This is an optimization exercise on Yosys and OpenROAD, whose aim is small area, a short achievable clock period and few clock cycles per item, not a production implementation. No functional check of the RTL was part of any run shown here. Power figures rest on the tool's default switching activity, not on a simulated workload.

`constraint.sdc`:
```
create_clock -name core_clock -period 12.0 [get_ports {clk}]
set_input_delay 2.4000 -clock core_clock [delete_from_list [all_inputs] [get_ports {clk}]]
set_output_delay 2.4000 -clock core_clock [all_outputs]
set_load 0.01 [all_outputs]
```
`config.mk`:
```
export PLATFORM = sky130hd
export DESIGN_NAME = md5_core
export DESIGN_NICKNAME = md5_core
export VERILOG_FILES = /design/flow/design.v
export SDC_FILE = /design/flow/constraint.sdc
export NUM_CORES = 4
export LEC_CHECK = 0
export CAP_MARGIN = 20
export CORE_MARGIN = 2
export CORE_UTILIZATION = 40
export SLEW_MARGIN = 20
```
`flow/run.sh`:
```
#!/bin/bash
set -euo pipefail
bash standard.sh "BUFFER_PORTS_ARGS=-buffer_cell sky130_fd_sc_hd__buf_1" \
    SETUP_SLACK_MARGIN=8 finish > standard_flow.log 2>&1
```
`design.v`:
```
module md5_core (
    input  wire         clk,
    input  wire         rst,       
    input  wire         init,
    input  wire         start,
    input  wire [511:0] block,
    output wire         ready,
    output reg          done,
    output wire [127:0] digest
);
    localparam [31:0] IV_A = 32'h67452301,
                      IV_B = 32'hefcdab89,
                      IV_C = 32'h98badcfe,
                      IV_D = 32'h10325476;
    reg          rdy;       
    reg          busy;      
    reg          setup;     
    reg          fin;       
    reg          pend;      
    reg  [5:0]   t;         
    reg  [511:0] m;
    reg  [31:0]  b, c, d;
    reg  [31:0]  u, v;
    reg  [31:0]  pre;
    reg  [31:0]  h0, h1, h2, h3;
    reg  [15:0]  oh;        
    reg          s61, s62;  
    reg          last;      
    assign ready = rdy;
    wire take_start = rdy && start;
    wire take_init  = rdy && init;
    wire [31:0] x [0:15];
    genvar gj;
    generate
        for (gj = 0; gj < 16; gj = gj + 1) begin : g_x
            assign x[gj] = {m[511-8*(4*gj+3) -: 8], m[511-8*(4*gj+2) -: 8],
                            m[511-8*(4*gj+1) -: 8], m[511-8*(4*gj)   -: 8]};
        end
    endgenerate
    localparam [2047:0] KTAB = 2048'heb86d3912ad7d2bbbd3af235f7537e824e0811a1a3014314fe2ce6e06fa87e4f85845dd1ffeff47d8f0ccc92655b59c3fc93a039ab9423a7432aff97f4292244c4ac56651fa27cf8e6db99e5d9d4d03904881d05d4ef3085eaa127fa289b7ec6bebfbc70f6bb4b604bdecfa9a4beea44fde5380c6d9d61228771f681fffa39428d2a4c8a676f02d9fcefa3f8a9e3e905455a14edf4d50d87c33707d621e1cde6e7d3fbc8d8a1e68102441453d62f105de9b6c7aa265e5a51c040b340f61e256249b40821a679438efd9871936b901122895cd7beffff5bb18b44f7af698098d8fd469501a83046134787c62af57c0fafc1bdceee242070dbe8c7b756d76aa478;
    wire [31:0] kt = KTAB[{t, 5'd0} +: 32];
    reg  [3:0]  gt;
    always @(*) begin
        case (t)
            6'd0: gt = 4'd0;
            6'd1: gt = 4'd1;
            6'd2: gt = 4'd2;
            6'd3: gt = 4'd3;
            6'd4: gt = 4'd4;
            6'd5: gt = 4'd5;
            6'd6: gt = 4'd6;
            6'd7: gt = 4'd7;
            6'd8: gt = 4'd8;
            6'd9: gt = 4'd9;
            6'd10: gt = 4'd10;
            6'd11: gt = 4'd11;
            6'd12: gt = 4'd12;
            6'd13: gt = 4'd13;
            6'd14: gt = 4'd14;
            6'd15: gt = 4'd15;
            6'd16: gt = 4'd1;
            6'd17: gt = 4'd6;
            6'd18: gt = 4'd11;
            6'd19: gt = 4'd0;
            6'd20: gt = 4'd5;
            6'd21: gt = 4'd10;
            6'd22: gt = 4'd15;
            6'd23: gt = 4'd4;
            6'd24: gt = 4'd9;
            6'd25: gt = 4'd14;
            6'd26: gt = 4'd3;
            6'd27: gt = 4'd8;
            6'd28: gt = 4'd13;
            6'd29: gt = 4'd2;
            6'd30: gt = 4'd7;
            6'd31: gt = 4'd12;
            6'd32: gt = 4'd5;
            6'd33: gt = 4'd8;
            6'd34: gt = 4'd11;
            6'd35: gt = 4'd14;
            6'd36: gt = 4'd1;
            6'd37: gt = 4'd4;
            6'd38: gt = 4'd7;
            6'd39: gt = 4'd10;
            6'd40: gt = 4'd13;
            6'd41: gt = 4'd0;
            6'd42: gt = 4'd3;
            6'd43: gt = 4'd6;
            6'd44: gt = 4'd9;
            6'd45: gt = 4'd12;
            6'd46: gt = 4'd15;
            6'd47: gt = 4'd2;
            6'd48: gt = 4'd0;
            6'd49: gt = 4'd7;
            6'd50: gt = 4'd14;
            6'd51: gt = 4'd5;
            6'd52: gt = 4'd12;
            6'd53: gt = 4'd3;
            6'd54: gt = 4'd10;
            6'd55: gt = 4'd1;
            6'd56: gt = 4'd8;
            6'd57: gt = 4'd15;
            6'd58: gt = 4'd6;
            6'd59: gt = 4'd13;
            6'd60: gt = 4'd4;
            6'd61: gt = 4'd11;
            6'd62: gt = 4'd2;
            6'd63: gt = 4'd9;
        endcase
    end
    reg [15:0] ct_oh;
    always @(*) begin
        case (t)
            6'd0: ct_oh = 16'b0000000000000001;
            6'd1: ct_oh = 16'b0000000000000010;
            6'd2: ct_oh = 16'b0000000000000100;
            6'd3: ct_oh = 16'b0000000000001000;
            6'd4: ct_oh = 16'b0000000000000001;
            6'd5: ct_oh = 16'b0000000000000010;
            6'd6: ct_oh = 16'b0000000000000100;
            6'd7: ct_oh = 16'b0000000000001000;
            6'd8: ct_oh = 16'b0000000000000001;
            6'd9: ct_oh = 16'b0000000000000010;
            6'd10: ct_oh = 16'b0000000000000100;
            6'd11: ct_oh = 16'b0000000000001000;
            6'd12: ct_oh = 16'b0000000000000001;
            6'd13: ct_oh = 16'b0000000000000010;
            6'd14: ct_oh = 16'b0000000000000100;
            6'd15: ct_oh = 16'b0000000000001000;
            6'd16: ct_oh = 16'b0000000000010000;
            6'd17: ct_oh = 16'b0000000000100000;
            6'd18: ct_oh = 16'b0000000001000000;
            6'd19: ct_oh = 16'b0000000010000000;
            6'd20: ct_oh = 16'b0000000000010000;
            6'd21: ct_oh = 16'b0000000000100000;
            6'd22: ct_oh = 16'b0000000001000000;
            6'd23: ct_oh = 16'b0000000010000000;
            6'd24: ct_oh = 16'b0000000000010000;
            6'd25: ct_oh = 16'b0000000000100000;
            6'd26: ct_oh = 16'b0000000001000000;
            6'd27: ct_oh = 16'b0000000010000000;
            6'd28: ct_oh = 16'b0000000000010000;
            6'd29: ct_oh = 16'b0000000000100000;
            6'd30: ct_oh = 16'b0000000001000000;
            6'd31: ct_oh = 16'b0000000010000000;
            6'd32: ct_oh = 16'b0000000100000000;
            6'd33: ct_oh = 16'b0000001000000000;
            6'd34: ct_oh = 16'b0000010000000000;
            6'd35: ct_oh = 16'b0000100000000000;
            6'd36: ct_oh = 16'b0000000100000000;
            6'd37: ct_oh = 16'b0000001000000000;
            6'd38: ct_oh = 16'b0000010000000000;
            6'd39: ct_oh = 16'b0000100000000000;
            6'd40: ct_oh = 16'b0000000100000000;
            6'd41: ct_oh = 16'b0000001000000000;
            6'd42: ct_oh = 16'b0000010000000000;
            6'd43: ct_oh = 16'b0000100000000000;
            6'd44: ct_oh = 16'b0000000100000000;
            6'd45: ct_oh = 16'b0000001000000000;
            6'd46: ct_oh = 16'b0000010000000000;
            6'd47: ct_oh = 16'b0000100000000000;
            6'd48: ct_oh = 16'b0001000000000000;
            6'd49: ct_oh = 16'b0010000000000000;
            6'd50: ct_oh = 16'b0100000000000000;
            6'd51: ct_oh = 16'b1000000000000000;
            6'd52: ct_oh = 16'b0001000000000000;
            6'd53: ct_oh = 16'b0010000000000000;
            6'd54: ct_oh = 16'b0100000000000000;
            6'd55: ct_oh = 16'b1000000000000000;
            6'd56: ct_oh = 16'b0001000000000000;
            6'd57: ct_oh = 16'b0010000000000000;
            6'd58: ct_oh = 16'b0100000000000000;
            6'd59: ct_oh = 16'b1000000000000000;
            6'd60: ct_oh = 16'b0001000000000000;
            6'd61: ct_oh = 16'b0010000000000000;
            6'd62: ct_oh = 16'b0100000000000000;
            6'd63: ct_oh = 16'b1000000000000000;
            default: ct_oh = 16'b0;
        endcase
    end
    wire [31:0] f     = (b & u) | (~b & v);
    wire [31:0] sum   = pre + f;
    wire [31:0] rot   = ({32{oh[0]}} & {sum[24:0], sum[31:25]})
                   | ({32{oh[1]}} & {sum[19:0], sum[31:20]})
                   | ({32{oh[2]}} & {sum[14:0], sum[31:15]})
                   | ({32{oh[3]}} & {sum[9:0], sum[31:10]})
                   | ({32{oh[4]}} & {sum[26:0], sum[31:27]})
                   | ({32{oh[5]}} & {sum[22:0], sum[31:23]})
                   | ({32{oh[6]}} & {sum[17:0], sum[31:18]})
                   | ({32{oh[7]}} & {sum[11:0], sum[31:12]})
                   | ({32{oh[8]}} & {sum[27:0], sum[31:28]})
                   | ({32{oh[9]}} & {sum[20:0], sum[31:21]})
                   | ({32{oh[10]}} & {sum[15:0], sum[31:16]})
                   | ({32{oh[11]}} & {sum[8:0], sum[31:9]})
                   | ({32{oh[12]}} & {sum[25:0], sum[31:26]})
                   | ({32{oh[13]}} & {sum[21:0], sum[31:22]})
                   | ({32{oh[14]}} & {sum[16:0], sum[31:17]})
                   | ({32{oh[15]}} & {sum[10:0], sum[31:11]})
                   | ({32{fin}} & b);
    wire [31:0] hsel  = s61 ? h0 : s62 ? h3 : h2;
    wire [31:0] hsum  = hsel + b;
    wire [31:0] a0 = pend ? IV_A : h0;
    wire [31:0] b0 = pend ? IV_B : h1;
    wire [31:0] c0 = pend ? IV_C : h2;
    wire [31:0] d0 = pend ? IV_D : h3;
    wire [31:0] b_new = (fin ? h1 : setup ? b0 : b) + rot;
    wire [31:0] cn = setup ? c0 : b;
    wire [31:0] dn = setup ? d0 : c;
    reg  [31:0] u_next, v_next;
    always @(*) begin
        case (t[5:4])
            2'd0:    begin u_next = cn;         v_next = dn;         end
            2'd1:    begin u_next = cn | dn;    v_next = cn & ~dn;   end
            2'd2:    begin u_next = ~(cn ^ dn); v_next = cn ^ dn;    end
            default: begin u_next = ~cn;        v_next = ~(cn ^ dn); end
        endcase
    end
    wire [31:0] p1 = setup ? a0 : d;
    wire [31:0] p2 = kt;
    wire [31:0] p3 = x[gt];
    wire [31:0] cs_s = p1 ^ p2 ^ p3;
    wire [31:0] cs_c = (p1 & p2) | (p1 & p3) | (p2 & p3);
    wire [31:0] pre_next = cs_s + {cs_c[30:0], 1'b0};
    assign digest = {h0[7:0], h0[15:8], h0[23:16], h0[31:24],
                     h1[7:0], h1[15:8], h1[23:16], h1[31:24],
                     h2[7:0], h2[15:8], h2[23:16], h2[31:24],
                     h3[7:0], h3[15:8], h3[23:16], h3[31:24]};
    always @(posedge clk) begin
        if (rdy)
            m <= block;
        pre <= pre_next;
        u   <= u_next;
        v   <= v_next;
        b   <= b_new;
        if (setup) begin
            c <= c0;
            d <= d0;
        end else begin
            c <= b;
            d <= c;
        end
    end
    always @(posedge clk) begin
        if (rst) begin
            rdy   <= 1'b1;
            busy  <= 1'b0;
            setup <= 1'b0;
            fin   <= 1'b0;
            pend  <= 1'b0;
            done  <= 1'b0;
            t     <= 6'd0;
            oh    <= 16'd0;
            s61   <= 1'b0;
            s62   <= 1'b0;
            last  <= 1'b0;
            h0    <= IV_A;
            h1    <= IV_B;
            h2    <= IV_C;
            h3    <= IV_D;
        end else begin
            fin  <= last;
            done <= fin;
            oh   <= (busy && !last) ? ct_oh : 16'd0;
            s61  <= busy && (t == 6'd61);
            s62  <= s61;
            last <= s62;
            if (take_start) begin
                rdy   <= 1'b0;
                busy  <= 1'b1;
                setup <= 1'b1;
                t     <= 6'd0;
            end else begin
                rdy   <= !busy || last || s62;
                setup <= 1'b0;
                if (last)
                    busy <= 1'b0;
                if (busy)
                    t <= t + 6'd1;
            end
            if (s61)  h0 <= hsum;
            if (s62)  h3 <= hsum;
            if (last) h2 <= hsum;
            if (fin)  h1 <= b_new;
            if (take_init)
                pend <= 1'b1;
            if (pend && !fin) begin
                pend <= 1'b0;
                h0   <= IV_A;
                h1   <= IV_B;
                h2   <= IV_C;
                h3   <= IV_D;
            end
        end
    end
endmodule
```
`standard.sh`:
```
#!/bin/bash
# synth_recipe.tcl (not shown) runs the flow's synth.tcl, then flattens the netlist and writes it again
# the make line also repeats each setting of config.mk as NAME=value (left out here)
make -C /OpenROAD-flow-scripts/flow DESIGN_CONFIG=/design/flow/config.mk WORK_HOME=/design/flow/orfs CLKGATE_MAP_FILE= SYNTH_SCRIPT=/design/flow/synth_recipe.tcl "${@:-finish}"
```
==> results of run 1 <==
[power breakdown]
| part | leakage, nW | internal [W] | total [W] | switching [W] |
|---|---|---|---|---|
| Sequential | 8.13 | 0.00369 | 0.00398 | 0.000287 |
| Combinational | 11.8 | 0.00327 | 0.00861 | 0.00534 |
| Clock | 1.50 | 0.00168 | 0.00295 | 0.00128 |
| Total | 21.4 | 0.00864 | 0.0155 | 0.00690 |
[routing by layer]
| layer | track usage | up-vias |
|---|---|---|
| li1 | - | 18600 |
| met1 | 0.442 | 20300 |
| met2 | 0.504 | 2853 |
| met3 | 0.0944 | 554 |
| met4 | 0.154 | 16 |
| met5 | 0 | - |
[cells by family (layout without fill, tap and decap cells)]
group	Yosys count	in the layout	share of synthesized area
adder cells (fa/ha/maj)	245	245	0.0721
buffers and inverters	476	1268	0.0388
AND/OR/NAND/NOR	1180	1180	0.116
other	0	30	0
XOR/XNOR	148	148	0.0282
AO/OA/AOI/OAI	1434	1434	0.216
flip-flops	867	867	0.487
multiplexers	187	187	0.0414
[final cells by class]
| cell class | count | area [sq um] |
|---|---|---|
| flip-flops and latches | 867 | 22600 |
| well taps | 1512 | 1890 |
| repair buffers | 951 | 5640 |
| inverters | 140 | 569 |
| clock buffers | 120 | 2570 |
| clock inverters | 57 | 526 |
| diodes | 30 | 75.1 |
| multi-input cells | 3194 | 24300 |
| fillers | 10300 | 56200 |
[registers in the layout, indices dropped and copies added (netlist names), 4 cells and up]
name and count:
pre 32, u 32, t 6, b 32
c 32, h1 32, gt 4, h3 32
h0 32, v 32, h2 32, oh 16
d 32, m 512
[repair_timing]
item,CTS,global route
pin swaps,149,114
buffers inserted,150,49
hold buffers,0,0
gates cloned,8,4
gates resized for setup,368,158
endpoints found under the setup margin,242,106
[cell usage in the layout (no fill, tap or decap), types with 119 or more instances in the layout]
cell / synthesis / routed
a21oi_1: 268 / 220
a22oi_1: 266 / 247
buf_1: 45 / 644
buf_4: 0 / 199
dfxtp_1: 355 / 315
edfxtp_1: 512 / 512
ha_1: 210 / 164
inv_1: 134 / 128
mux2i_1: 155 / 155
nand2_1: 384 / 364
nand3_1: 129 / 119
nor2_1: 352 / 318
o21ai_0: 275 / 230
[through the flow]
stage          power (W)  hold slack [ns]  setup WS, ns
2_1_floorplan    0.00859            0.509          5.89
5_1_grt           0.0161            0.552          5.41
3_5_place_dp      0.0109            0.501          5.12
6_report          0.0155            0.518          5.56
4_1_cts           0.0147            0.517          5.61
3_3_place_gp      0.0109            0.506          5.17
[how the worst max path moves through the flow]
stage                   startpoint                  end  slack [ns]  cells past startpoint
floorplan           rdy$_SDFF_PP1_                ready        5.89                      0
global placement      b[3]$_DFF_P_  h1[31]$_SDFFE_PP1P_        5.17                     25
detailed placement    b[3]$_DFF_P_  h1[31]$_SDFFE_PP1P_        5.12                     25
CTS                   b[0]$_DFF_P_  h1[31]$_SDFFE_PP1P_        5.61                     27
global route          b[3]$_DFF_P_  h1[31]$_SDFFE_PP1P_        5.41                     27
finish                b[8]$_DFF_P_  h1[31]$_SDFFE_PP1P_        5.56                     25
==> flow_metrics.env, run 1 <==
export IMPL_p_leak_nw=21.4
export IMPL_synth_commonest_cells="512 x edfxtp_1, 384 x nand2_1, 355 x dfxtp_1"
export IMPL_synth_ff_type="edfxtp_1"
export IMPL_path_max_fanout=16
export IMPL_status="timing/DRC/antenna clean"
export IMPL_post_route_period_util=0.537
export IMPL_cap_viol_max_count=0
export IMPL_setup_tns_ns=0
export IMPL_first_pass_iters=11
export IMPL_avgRoutedWirePerCell_um=29.9
export IMPL_min_period_ns=6.44
export IMPL_grt_pass1_vias=38900
export IMPL_final_cell_area_sq_um=58200
export IMPL_endpoint_kind="flop"
export IMPL_yosysSeqAreaShare=0.487
export IMPL_slew_viol_final=0
export IMPL_worst_path_most_repeated_cell="a221o_1"
export IMPL_hold_class="flop to flop"
export IMPL_ys_top_cells_by_area="edfxtp_1 33%, dfxtp_1 15%, ha_1 5.7%"
export IMPL_placementRows=124
export IMPL_track_usage=0.333
export IMPL_io_pins=646
export IMPL_synth_top_cell_area_share=0.333
export IMPL_vdd_drop_max_mv=0.314
export IMPL_wl_met3_um=25600
export IMPL_clock_latency_ns=0.71
export IMPL_fmax_mhz=155
export IMPL_path_buf_inv=1
export IMPL_synth_cell_types=87
export IMPL_worstReg2RegStart="b[8]$_DFF_P_"
export IMPL_clockBufferDepth=3
export IMPL_die_w_um=344
export IMPL_syn_area_sq_um=46200
export IMPL_hold_end="h1[26]$_SDFFE_PP1P_"
export IMPL_port_buffers=645
export IMPL_syn_avg_cell_area_sq_um=10.2
export IMPL_yosys_area_top_type="edfxtp_1"
export IMPL_highest_layer="met5"
export IMPL_cts_tree="yes"
export IMPL_finish_utilization=0.509
export IMPL_grt_ovfl_total=0
export IMPL_gp_congestion=0.987
export IMPL_h_tree_depth=3
export IMPL_post_dp_cell_area_sq_um=50700
export IMPL_synthCells=4537
export IMPL_drt_total_wl_um=205000
export IMPL_fin_nets=6011
export IMPL_area_delta_synth_final_pct=26.0
export IMPL_vias=42300
export IMPL_dp_hpwl_um=143000
export IMPL_yosysMostFrequentCell="edfxtp_1"
export IMPL_drc=0
export IMPL_arrival_ns=7.04
export IMPL_place_inst=6453
export IMPL_critPathLaunchType="flop"
export IMPL_max_slew_margin=0.257
export IMPL_finalHoldViolCount=0
export IMPL_cts_sinks=867
export IMPL_async_reset_ff_frac=0
export IMPL_tightestPinTransition_ns=1.11
export IMPL_grt_max_degree=91
export IMPL_cts_root_buf="clkbuf_16"
export IMPL_antenna_found_initial=40
export IMPL_cp_top_family="compound AO/OA/AOI/OAI gates"
export IMPL_core_region_area_sq_um=114000
export IMPL_yosys_register_bits=867
export IMPL_grt_pass1_wl_um=284000
export IMPL_layout_drive_gt1_share=0.178
export IMPL_power_density_nw_per_um2=267
export IMPL_worstHoldPathCells=1
export IMPL_die_y_um=344
export IMPL_cp_required_ns=12.60
export IMPL_rr_worst_depth=25
export IMPL_crit_slowest_cell="ha_1"
export IMPL_slowest_delay_ns=0.44
export IMPL_start_util=0.404
export IMPL_detail_route_antenna_nets=0
export IMPL_stdcell_count=6871
export IMPL_path_class="flop to flop"
export IMPL_dieArea_sq_um=118000
export IMPL_cts_buffers=96
export IMPL_path_clk_slew_ns=0.06
export IMPL_r2r_end="h1[31]$_SDFFE_PP1P_"
export IMPL_min_from="h1[26]$_SDFFE_PP1P_"
export IMPL_drtIter0Drc=6848
export IMPL_dr_wl_met2_um=88800
export IMPL_synth_fp_nets=5298
export IMPL_setup_viol=0
export IMPL_synth_edff_count=512
export IMPL_fin_skew_ns=0.0549
export IMPL_reg2reg_setup_slack_ns=5.56
export IMPL_yosys_warnings=1
export IMPL_grt_setup_unrepaired="yes"
export IMPL_vias_per_cell=6.16
export IMPL_drt_met1_wl_um=79800
==> inputs of run 2 (changes only) <==
--- a/design.v
+++ b/design.v
@@ -38,73 +38,72 @@
         end
     endgenerate
-    localparam [2047:0] KTAB = 2048'heb86d3912ad7d2bbbd3af235f7537e824e0811a1a3014314fe2ce6e06fa87e4f85845dd1ffeff47d8f0ccc92655b59c3fc93a039ab9423a7432aff97f4292244c4ac56651fa27cf8e6db99e5d9d4d03904881d05d4ef3085eaa127fa289b7ec6bebfbc70f6bb4b604bdecfa9a4beea44fde5380c6d9d61228771f681fffa39428d2a4c8a676f02d9fcefa3f8a9e3e905455a14edf4d50d87c33707d621e1cde6e7d3fbc8d8a1e68102441453d62f105de9b6c7aa265e5a51c040b340f61e256249b40821a679438efd9871936b901122895cd7beffff5bb18b44f7af698098d8fd469501a83046134787c62af57c0fafc1bdceee242070dbe8c7b756d76aa478;
-    wire [31:0] kt = KTAB[{t, 5'd0} +: 32];
-    reg  [3:0]  gt;
+    reg [31:0] kt;
+    reg [3:0]  gt;
     always @(*) begin
         case (t)
-            6'd0: gt = 4'd0;
-            6'd1: gt = 4'd1;
-            6'd2: gt = 4'd2;
-            6'd3: gt = 4'd3;
-            6'd4: gt = 4'd4;
-            6'd5: gt = 4'd5;
-            6'd6: gt = 4'd6;
-            6'd7: gt = 4'd7;
-            6'd8: gt = 4'd8;
-            6'd9: gt = 4'd9;
-            6'd10: gt = 4'd10;
-            6'd11: gt = 4'd11;
-            6'd12: gt = 4'd12;
-            6'd13: gt = 4'd13;
-            6'd14: gt = 4'd14;
-            6'd15: gt = 4'd15;
-            6'd16: gt = 4'd1;
-            6'd17: gt = 4'd6;
-            6'd18: gt = 4'd11;
-            6'd19: gt = 4'd0;
-            6'd20: gt = 4'd5;
-            6'd21: gt = 4'd10;
-            6'd22: gt = 4'd15;
-            6'd23: gt = 4'd4;
-            6'd24: gt = 4'd9;
-            6'd25: gt = 4'd14;
-            6'd26: gt = 4'd3;
-            6'd27: gt = 4'd8;
-            6'd28: gt = 4'd13;
-            6'd29: gt = 4'd2;
-            6'd30: gt = 4'd7;
-            6'd31: gt = 4'd12;
-            6'd32: gt = 4'd5;
-            6'd33: gt = 4'd8;
-            6'd34: gt = 4'd11;
-            6'd35: gt = 4'd14;
-            6'd36: gt = 4'd1;
-            6'd37: gt = 4'd4;
-            6'd38: gt = 4'd7;
-            6'd39: gt = 4'd10;
-            6'd40: gt = 4'd13;
-            6'd41: gt = 4'd0;
-            6'd42: gt = 4'd3;
-            6'd43: gt = 4'd6;
-            6'd44: gt = 4'd9;
-            6'd45: gt = 4'd12;
-            6'd46: gt = 4'd15;
-            6'd47: gt = 4'd2;
-            6'd48: gt = 4'd0;
-            6'd49: gt = 4'd7;
-            6'd50: gt = 4'd14;
-            6'd51: gt = 4'd5;
-            6'd52: gt = 4'd12;
-            6'd53: gt = 4'd3;
-            6'd54: gt = 4'd10;
-            6'd55: gt = 4'd1;
-            6'd56: gt = 4'd8;
-            6'd57: gt = 4'd15;
-            6'd58: gt = 4'd6;
-            6'd59: gt = 4'd13;
-            6'd60: gt = 4'd4;
-            6'd61: gt = 4'd11;
-            6'd62: gt = 4'd2;
-            6'd63: gt = 4'd9;
+            6'd0: begin kt = 32'hd76aa478; gt = 4'd0; end
+            6'd1: begin kt = 32'he8c7b756; gt = 4'd1; end
+            6'd2: begin kt = 32'h242070db; gt = 4'd2; end
+            6'd3: begin kt = 32'hc1bdceee; gt = 4'd3; end
+            6'd4: begin kt = 32'hf57c0faf; gt = 4'd4; end
+            6'd5: begin kt = 32'h4787c62a; gt = 4'd5; end
+            6'd6: begin kt = 32'ha8304613; gt = 4'd6; end
+            6'd7: begin kt = 32'hfd469501; gt = 4'd7; end
+            6'd8: begin kt = 32'h698098d8; gt = 4'd8; end
+            6'd9: begin kt = 32'h8b44f7af; gt = 4'd9; end
+            6'd10: begin kt = 32'hffff5bb1; gt = 4'd10; end
+            6'd11: begin kt = 32'h895cd7be; gt = 4'd11; end
+            6'd12: begin kt = 32'h6b901122; gt = 4'd12; end
+            6'd13: begin kt = 32'hfd987193; gt = 4'd13; end
+            6'd14: begin kt = 32'ha679438e; gt = 4'd14; end
+            6'd15: begin kt = 32'h49b40821; gt = 4'd15; end
+            6'd16: begin kt = 32'hf61e2562; gt = 4'd1; end
+            6'd17: begin kt = 32'hc040b340; gt = 4'd6; end
+            6'd18: begin kt = 32'h265e5a51; gt = 4'd11; end
+            6'd19: begin kt = 32'he9b6c7aa; gt = 4'd0; end
+            6'd20: begin kt = 32'hd62f105d; gt = 4'd5; end
+            6'd21: begin kt = 32'h02441453; gt = 4'd10; end
+            6'd22: begin kt = 32'hd8a1e681; gt = 4'd15; end
+            6'd23: begin kt = 32'he7d3fbc8; gt = 4'd4; end
+            6'd24: begin kt = 32'h21e1cde6; gt = 4'd9; end
+            6'd25: begin kt = 32'hc33707d6; gt = 4'd14; end
+            6'd26: begin kt = 32'hf4d50d87; gt = 4'd3; end
+            6'd27: begin kt = 32'h455a14ed; gt = 4'd8; end
+            6'd28: begin kt = 32'ha9e3e905; gt = 4'd13; end
+            6'd29: begin kt = 32'hfcefa3f8; gt = 4'd2; end
+            6'd30: begin kt = 32'h676f02d9; gt = 4'd7; end
+            6'd31: begin kt = 32'h8d2a4c8a; gt = 4'd12; end
+            6'd32: begin kt = 32'hfffa3942; gt = 4'd5; end
+            6'd33: begin kt = 32'h8771f681; gt = 4'd8; end
+            6'd34: begin kt = 32'h6d9d6122; gt = 4'd11; end
+            6'd35: begin kt = 32'hfde5380c; gt = 4'd14; end
+            6'd36: begin kt = 32'ha4beea44; gt = 4'd1; end
+            6'd37: begin kt = 32'h4bdecfa9; gt = 4'd4; end
+            6'd38: begin kt = 32'hf6bb4b60; gt = 4'd7; end
+            6'd39: begin kt = 32'hbebfbc70; gt = 4'd10; end
+            6'd40: begin kt = 32'h289b7ec6; gt = 4'd13; end
+            6'd41: begin kt = 32'heaa127fa; gt = 4'd0; end
+            6'd42: begin kt = 32'hd4ef3085; gt = 4'd3; end
+            6'd43: begin kt = 32'h04881d05; gt = 4'd6; end
+            6'd44: begin kt = 32'hd9d4d039; gt = 4'd9; end
+            6'd45: begin kt = 32'he6db99e5; gt = 4'd12; end
+            6'd46: begin kt = 32'h1fa27cf8; gt = 4'd15; end
+            6'd47: begin kt = 32'hc4ac5665; gt = 4'd2; end
+            6'd48: begin kt = 32'hf4292244; gt = 4'd0; end
+            6'd49: begin kt = 32'h432aff97; gt = 4'd7; end
+            6'd50: begin kt = 32'hab9423a7; gt = 4'd14; end
+            6'd51: begin kt = 32'hfc93a039; gt = 4'd5; end
+            6'd52: begin kt = 32'h655b59c3; gt = 4'd12; end
+            6'd53: begin kt = 32'h8f0ccc92; gt = 4'd3; end
+            6'd54: begin kt = 32'hffeff47d; gt = 4'd10; end
+            6'd55: begin kt = 32'h85845dd1; gt = 4'd1; end
+            6'd56: begin kt = 32'h6fa87e4f; gt = 4'd8; end
+            6'd57: begin kt = 32'hfe2ce6e0; gt = 4'd15; end
+            6'd58: begin kt = 32'ha3014314; gt = 4'd6; end
+            6'd59: begin kt = 32'h4e0811a1; gt = 4'd13; end
+            6'd60: begin kt = 32'hf7537e82; gt = 4'd4; end
+            6'd61: begin kt = 32'hbd3af235; gt = 4'd11; end
+            6'd62: begin kt = 32'h2ad7d2bb; gt = 4'd2; end
+            6'd63: begin kt = 32'heb86d391; gt = 4'd9; end
         endcase
     end
==> run.sh (new file) <==
#!/bin/bash
# synth_recipe.tcl (not shown) runs the flow's synth.tcl, then flattens the netlist and writes it again
# the make line also repeats each setting of config.mk as NAME=value (left out here)
make -C /OpenROAD-flow-scripts/flow DESIGN_CONFIG=/design/flow/config.mk WORK_HOME=/design/flow/orfs CLKGATE_MAP_FILE= SYNTH_SCRIPT=/design/flow/synth_recipe.tcl finish
removed: flow/run.sh
removed: standard.sh
==> run 2 against run 1 <==
  * Clock skew up 0.024 ns
  * Global-route usage down 0.74 points
  * Worst hold slack better by 0.016 ns
  * Synthesized area up 1.3%
  * Register-to-register slack worse by 1.0 ns
  * Setup slack worse by 1.0 ns
  * Critical path type unchanged
  * Highest routed layer unchanged
==> flow_metrics.env, run 2 <==
export IMPL_status="timing/DRC/antenna clean"
export IMPL_largest_reg_flops=512
export IMPL_setup_ws_ns=4.52
export IMPL_critPathLaunchType="flop"
export IMPL_gp_congestion=0.994
export IMPL_die_y_um=346
export IMPL_internal_power_w=0.00770
export IMPL_detail_route_antenna_nets=0
export IMPL_synth_ff_type="edfxtp_1"
export IMPL_vdd_drop_max_mv=0.298
export IMPL_postCtsResizedCells=0
export IMPL_p_sw_w=0.00631
export IMPL_track_usage=0.326
export IMPL_clock_latency_ns=0.75
export IMPL_worstHoldPathCells=2
export IMPL_worstReg2RegStart="b[0]$_DFF_P_"
export IMPL_multi_input_area_sq_um=22100
export IMPL_final_cell_mix="644 x clkdlybuf4s50_1, 512 x edfxtp_1, 389 x nand2_1"
export IMPL_rr_worst_depth=27
export IMPL_path_class="flop to flop"
export IMPL_synth_edff_count=512
export IMPL_start_util=0.403
export IMPL_cts_buffers=99
export IMPL_hold_class="flop to flop"
export IMPL_cp_required_ns=12.59
export IMPL_synth_top_cell_area_share=0.329
export IMPL_avgRoutedWirePerCell_um=30.0
export IMPL_synth_commonest_cells="512 x edfxtp_1, 390 x nand2_1, 387 x dfxtp_1"
export IMPL_finalHoldViolCount=0
export IMPL_setup_viol=0
export IMPL_grt_pass1_vias=38700
export IMPL_nFillCells=10600
export IMPL_cts_setup_buffers=0
export IMPL_dieArea_sq_um=120000
export IMPL_min_from="h1[27]$_SDFFE_PP1P_"
export IMPL_post_route_period_util=0.623
export IMPL_synth_fp_nets=5352
export IMPL_port_buffers=645
export IMPL_yosys_register_bits=899
export IMPL_cts_root_buf="clkbuf_16"
export IMPL_area_delta_synth_final_pct=24.7
export IMPL_yosysMostFrequentCell="edfxtp_1"
export IMPL_die_w_um=346
export IMPL_r2r_end="h1[30]$_SDFFE_PP1P_"
export IMPL_antenna_found_initial=58
export IMPL_syn_avg_cell_area_sq_um=10.2
export IMPL_fmax_mhz=134
export IMPL_placementRows=125
export IMPL_layout_drive_gt1_share=0.0766
export IMPL_switching_share=0.450
export IMPL_drtIter0Drc=5369
export IMPL_reg2reg_setup_slack_ns=4.52
export IMPL_path_clk_slew_ns=0.06
export IMPL_h_tree_depth=3
export IMPL_yosys_warnings=1
export IMPL_cts_sinks=899
export IMPL_first_pass_iters=10
export IMPL_pwr_share_comb=0.492
export IMPL_yosys_area_top_type="edfxtp_1"
export IMPL_vias_per_cell=6.07
export IMPL_grt_ovfl_total=0
export IMPL_cts_tree="yes"
export IMPL_cap_viol_max_count=0
export IMPL_core_region_area_sq_um=116000
export IMPL_endpoint_kind="flop"
export IMPL_regMostFlops="m"
export IMPL_syn_area_sq_um=46800
export IMPL_clockBufferDepth=3
export IMPL_holdWs_ns=0.533
export IMPL_fin_nets=5861
export IMPL_synth_cell_types=76
export IMPL_slew_viol_final=0
export IMPL_async_reset_ff_frac=0
export IMPL_seqPwrFrac=0.286
export IMPL_io_pins=646
export IMPL_final_common_cell="clkdlybuf4s50_1"
export IMPL_final_cell_area_sq_um=58300
export IMPL_min_period_ns=7.48
export IMPL_vias=40900
export IMPL_drc=0
export IMPL_grt_setup_unrepaired="no"
export IMPL_grt_pass1_wl_um=285000
export IMPL_p_clk_frac=0.221
export IMPL_dp_hpwl_um=147000
export IMPL_arrival_ns=8.07
export IMPL_pre_cts_ws_ns=4.68
export IMPL_ys_top_cells_by_area="edfxtp_1 33%, dfxtp_1 17%, ha_1 5.6%"
export IMPL_p_leak_nw=21.6
export IMPL_setup_tns_ns=0
export IMPL_max_slew_margin=0.230
export IMPL_ff_latch_area_sq_um=23100
export IMPL_power_density_nw_per_um2=240
export IMPL_hold_end="h1[27]$_SDFFE_PP1P_"
export IMPL_drt_total_wl_um=202000
export IMPL_finish_utilization=0.502
export IMPL_fin_skew_ns=0.0794
export IMPL_post_dp_cell_area_sq_um=54900
export IMPL_grt_max_degree=178
export IMPL_tightestPinTransition_ns=1.15
export IMPL_synthCells=4592
export IMPL_yosysSeqAreaShare=0.494
export IMPL_path_max_fanout=15
export IMPL_hold_buffers=0
-- run 2: how the worst max path moves through the flow --
| stage | startpoint | endpoint | slack (ns) |
|---|---|---|---|
| after floorplan | rdy$_SDFF_PP1_ | p2[27]$_DFF_P_ | 1.99 |
| after global routing | b[14]$_DFF_P_ | h1[29]$_SDFFE_PP1P_ | 4.15 |
| after detailed placement | b[14]$_DFF_P_ | h1[30]$_SDFFE_PP1P_ | 4.68 |
| after CTS | b[0]$_DFF_P_ | h1[30]$_SDFFE_PP1P_ | 4.63 |
| after global placement | b[0]$_DFF_P_ | h1[30]$_SDFFE_PP1P_ | 4.79 |
| final | b[0]$_DFF_P_ | h1[30]$_SDFFE_PP1P_ | 4.52 |
-- run 2: area by class of cell --
class,instances,share of cell area
multi-input cells,3209,0.379
clock inverters,50,0.0103
diodes,29,0.00124
clock buffers,132,0.0459
inverters,141,0.00908
repair buffers,751,0.125
flip-flops and latches,899,0.397
well taps,1524,0.0327
-- run 2: power groups by stage --
stage	logic (W)	clock network, W	registers, W
global placement	0.00660	0	0.00406
floorplan	0.00407	0	0.00398
finish	0.00690	0.00310	0.00401
CTS	0.00665	0.00313	0.00400
detailed placement	0.00661	0	0.00406
global route	0.00727	0.00325	0.00404
-- run 2: critical path, cell delays in order, from the launching register on --
cell	delay [ns]
dfxtp_1	0.41
mux2_2	0.37
ha_1	0.23
fa_1	0.48
a211oi_1	0.38
o211ai_1	0.24
a31oi_1	0.31
o21ai_1	0.19
a21oi_1	0.26
xnor2_2	0.35
a22oi_1	0.28
nand3_1	0.09
a221oi_1	0.23
nand4_1	0.11
a221o_1	0.28
ha_1	0.23
fa_1	0.47
a21o_1	0.17
a21oi_1	0.25
o21bai_1	0.10
a21oi_1	0.23
a21oi_1	0.22
a211oi_1	0.39
o31ai_1	0.25
a41oi_1	0.33
o21bai_1	0.11
xnor2_1	0.15
o31a_1	0.24
-- run 2: cells by family after synthesis --
| group | count (synthesis) | share of synthesized area |
|---|---|---|
| xor gates and xnor gates | 147 | 0.0275 |
| and+or+nand+nor | 1168 | 0.112 |
| buffers and inverters | 484 | 0.0389 |
| AOI/OAI and AO/OA | 1472 | 0.217 |
| muxes | 178 | 0.0391 |
| DFF | 899 | 0.494 |
| adders and majority gates | 244 | 0.0709 |
-- run 2: layer usage --
layer | global-route usage | vias up | wire length, um
met4 | 0.167 | 44 | 11400
met2 | 0.539 | 2209 | 96000
li1 | - | 18300 | -
met1 | 0.395 | 19800 | 76700
met5 | 0 | - | 289
met3 | 0.0801 | 485 | 17800
-- run 2: stage by stage --
step | power (W) | cells
3_5_place_dp | 0.0107 | 6523
4_1_cts | 0.0138 | 6705
5_1_grt | 0.0146 | 6728
6_report | 0.0140 | 6735
3_3_place_gp | 0.0107 | 6523
2_1_floorplan | 0.00805 | 4592
==> inputs of run 3 (changes only) <==
--- a/config.mk
+++ b/config.mk
@@ -9,3 +9,4 @@
 export CORE_MARGIN = 2
 export CORE_UTILIZATION = 40
+export SETUP_SLACK_MARGIN = 5
 export SLEW_MARGIN = 20
==> run 3 against run 2 <==
  * Highest routed layer unchanged
  * Setup slack better by 0.83 ns
  * Cell count increased by 0.22%
  * Via count up 0.22%
  * Synthesized cell count stayed put
  * Largest power group unchanged
  * Sequential power grew 1%
  * Worst hold slack worse by 0.017 ns
  * Core utilization increased by 0.17 points
  * Sequential share of layout area down 0.13 points
  * Register-to-register slack better by 0.83 ns
  * Clock-buffer cell count shrank 12
  * First-iteration DRC count rose by 1.0%
==> flow_metrics.env, run 3 <==
export IMPL_worstHoldPathCells=2
export IMPL_die_y_um=346
export IMPL_synth_fp_nets=5352
export IMPL_yosysSeqAreaShare=0.494
export IMPL_vdd_drop_max_mv=0.313
export IMPL_path_class="flop to flop"
export IMPL_syn_area_sq_um=46800
export IMPL_fmax_mhz=150
export IMPL_stdcell_count=6750
export IMPL_internal_power_w=0.00782
export IMPL_max_slew_margin=0.273
export IMPL_io_pins=646
export IMPL_yosysMostFrequentCell="edfxtp_1"
export IMPL_finalHoldViolCount=0
export IMPL_cts_tree="yes"
export IMPL_h_tree_depth=3
export IMPL_ys_top_cells_by_area="edfxtp_1 33%, dfxtp_1 17%, ha_1 5.6%"
export IMPL_grt_ovfl_total=0
export IMPL_p_sw_w=0.00635
export IMPL_seqPwrFrac=0.286
export IMPL_synth_cell_types=76
export IMPL_setup_viol=0
export IMPL_tightestPinTransition_ns=1.08
export IMPL_setup_tns_ns=0
export IMPL_startpoint="b[31]$_DFF_P_"
export IMPL_endpoint_kind="flop"
export IMPL_drc=0
export IMPL_dieArea_sq_um=120000
export IMPL_critPathLaunchType="flop"
export IMPL_status="timing/DRC/antenna clean"
export IMPL_placementRows=125
export IMPL_die_w_um=346
export IMPL_first_pass_iters=10
export IMPL_grt_setup_unrepaired="no"
export IMPL_vias_per_cell=6.07
export IMPL_final_common_cell="clkdlybuf4s50_1"
export IMPL_vias=41000
export IMPL_async_reset_ff_frac=0
export IMPL_hold_class="flop to flop"
export IMPL_p_leak_nw=21.7
export IMPL_synth_top_cell_area_share=0.329
export IMPL_post_route_period_util=0.554
export IMPL_yosys_area_top_type="edfxtp_1"
export IMPL_clockBufferDepth=3
export IMPL_regMostFlops="m"
export IMPL_core_region_area_sq_um=116000
export IMPL_gp_congestion=0.985
export IMPL_cap_viol_max_count=0
export IMPL_p_clk_frac=0.221
export IMPL_drt_total_wl_um=202000
export IMPL_port_buffers=645
export IMPL_yosys_warnings=1
export IMPL_min_from="h2[29]$_SDFFE_PP0P_"
export IMPL_path_clk_slew_ns=0.06
export IMPL_antenna_found_initial=52
export IMPL_avgRoutedWirePerCell_um=30.0
export IMPL_path_max_fanout=10
export IMPL_grt_pass1_wl_um=285000
export IMPL_p_total_w=0.0142
export IMPL_slew_viol_final=0
export IMPL_fin_nets=5869
export IMPL_arrival_ns=7.24
export IMPL_switching_share=0.448
export IMPL_pre_cts_ws_ns=4.58
export IMPL_syn_avg_cell_area_sq_um=10.2
export IMPL_grt_pass1_vias=39100
export IMPL_power_density_nw_per_um2=242
export IMPL_largest_reg_flops=512
export IMPL_track_usage=0.326
export IMPL_detail_route_antenna_nets=0
export IMPL_layout_drive_gt1_share=0.0822
export IMPL_cts_sinks=899
export IMPL_place_inst=6529
export IMPL_cts_root_buf="clkbuf_16"
export IMPL_worstReg2RegStart="b[31]$_DFF_P_"
export IMPL_setup_ws_ns=5.35
export IMPL_synthCells=4592
export IMPL_synth_ff_type="edfxtp_1"
export IMPL_rr_worst_depth=21
export IMPL_fin_skew_ns=0.0648
export IMPL_start_util=0.403
export IMPL_cp_required_ns=12.60
export IMPL_synth_edff_count=512
export IMPL_cts_buffers=98
export IMPL_final_cell_mix="644 x clkdlybuf4s50_1, 512 x edfxtp_1, 389 x nand2_1"
export IMPL_drtIter0Drc=5424
export IMPL_dp_hpwl_um=149000
export IMPL_clock_latency_ns=0.74
export IMPL_pwr_share_comb=0.493
export IMPL_min_period_ns=6.65
export IMPL_grt_max_degree=90
export IMPL_yosys_register_bits=899
export IMPL_area_delta_synth_final_pct=25.1
export IMPL_synth_commonest_cells="512 x edfxtp_1, 390 x nand2_1, 387 x dfxtp_1"
run 3: cells by family after synthesis:
| logic type | synth area share |
|---|---|
| XOR/XNOR | 0.0275 |
| multiplexers | 0.0391 |
| buffers and inverters | 0.0389 |
| flip-flops | 0.494 |
| adder cells (fa/ha/maj) | 0.0709 |
| AO/OA/AOI/OAI | 0.217 |
| AND/OR/NAND/NOR | 0.112 |
run 3: what timing repair did:
action                     in CTS  in global routing
buffers inserted                3                  1
hold endpoints to repair        0                  0
hold buffers                    0                  0
resized for setup              11                 18
pin swaps                       4                  5
setup endpoints to repair      18                 28
run 3: worst max-delay path: stages (launching register included):
cell and delay [ns]:
dfxtp_1 0.68, mux2i_1 0.75, xor2_1 0.49, mux2_4 0.44, a31o_2 0.29, a222oi_1 0.59
nand4_1 0.17, a221oi_1 0.23, nand3_1 0.11, a221o_1 0.32, ha_1 0.34, o21ai_0 0.18
nand2b_1 0.09, a31oi_2 0.28, o22ai_2 0.15, a31oi_2 0.32, o211a_1 0.28, o31a_1 0.20
o21bai_1 0.09, a21oi_1 0.30, nor3_1 0.09, a211oi_1 0.17
run 3: cell type report:
class | instances | area (sq um)
fillers | 10500 | 57600
flip-flops and latches | 899 | 23100
multi-input cells | 3209 | 22200
repair buffers | 760 | 7320
clock buffers | 120 | 2590
well taps | 1524 | 1910
clock inverters | 66 | 708
inverters | 141 | 529
diodes | 31 | 77.6
run 3: power groups by stage:
stage	Clock (W)	Sequential, W	Combinational (W)
after global routing	0.00328	0.00407	0.00738
after detailed placement	0	0.00410	0.00659
after global placement	0	0.00410	0.00658
after floorplan	0	0.00397	0.00407
final	0.00313	0.00405	0.00699
after CTS	0.00316	0.00404	0.00671
run 3: routing by layer:
| layer | GRT usage | part of all wire | vias to the layer above |
|---|---|---|---|
| met1 | 0.391 | 0.38 | 19800 |
| met3 | 0.0793 | 0.087 | 482 |
| met4 | 0.176 | 0.061 | 36 |
| met2 | 0.540 | 0.47 | 2233 |
| met5 | 0 | 0.0012 | - |
| li1 | - | - | 18400 |
run 3: path summary, 6_finish.rpt:
| path | slack, ns | to |
|---|---|---|
| hold reg to reg | 0.52 | h2[29]$_SDFFE_PP0P_ |
| setup / recovery | 5.35 | h1[29]$_SDFFE_PP1P_ |
| hold / removal | 0.52 | h2[29]$_SDFFE_PP0P_ |
| setup reg to reg | 5.35 | h1[29]$_SDFFE_PP1P_ |
run 3: stage by stage:
step	util	instance area [sq um]	hold WS, ns
6_report	0.504	58500	0.517
5_1_grt	0.504	58500	0.549
4_1_cts	0.502	58300	0.517
3_5_place_dp	0.473	54900	0.508
3_3_place_gp	0.473	54900	0.506
2_1_floorplan	-	46800	0.510

re-timing with driven ports:
The results above use ideal ports. As a check the final layouts listed here were re-extracted and re-timed, cells and wires unchanged. Step 1: set_driving_cell puts a clkbuf_16 on clk and a buf_2 on each other input, an assumption about the parent block. Step 2 also shifts input and output timing later by t, the mid clock arrival at the registers, as if the neighbouring blocks saw the same clock. a / b / c = ideal ports / drivers / drivers and shift; a / b = the first two.
run | t (ns) | slack for setup (ns) | worst hold slack (ns) | worst setup path after step 2 | slew at the worst register clock pin (ns)
run 1 | 0.750 | 5.560 / 5.560 / 5.560 | 0.518 / 0.518 / 0.518 | register to register | 0.07 / 0.07
run 2 | 0.793 | 4.524 / 4.524 / 4.524 | 0.533 / 0.533 / 0.533 | register to register | 0.07 / 0.07
run 3 | 0.785 | 5.355 / 5.355 / 5.071 | 0.517 / 0.517 / 0.517 | input to register | 0.07 / 0.07
After both steps every run listed still meets setup and hold. The setup slack of run 3, which loses most, moves by 0.000 ns with the drivers and by -0.284 ns with both steps.
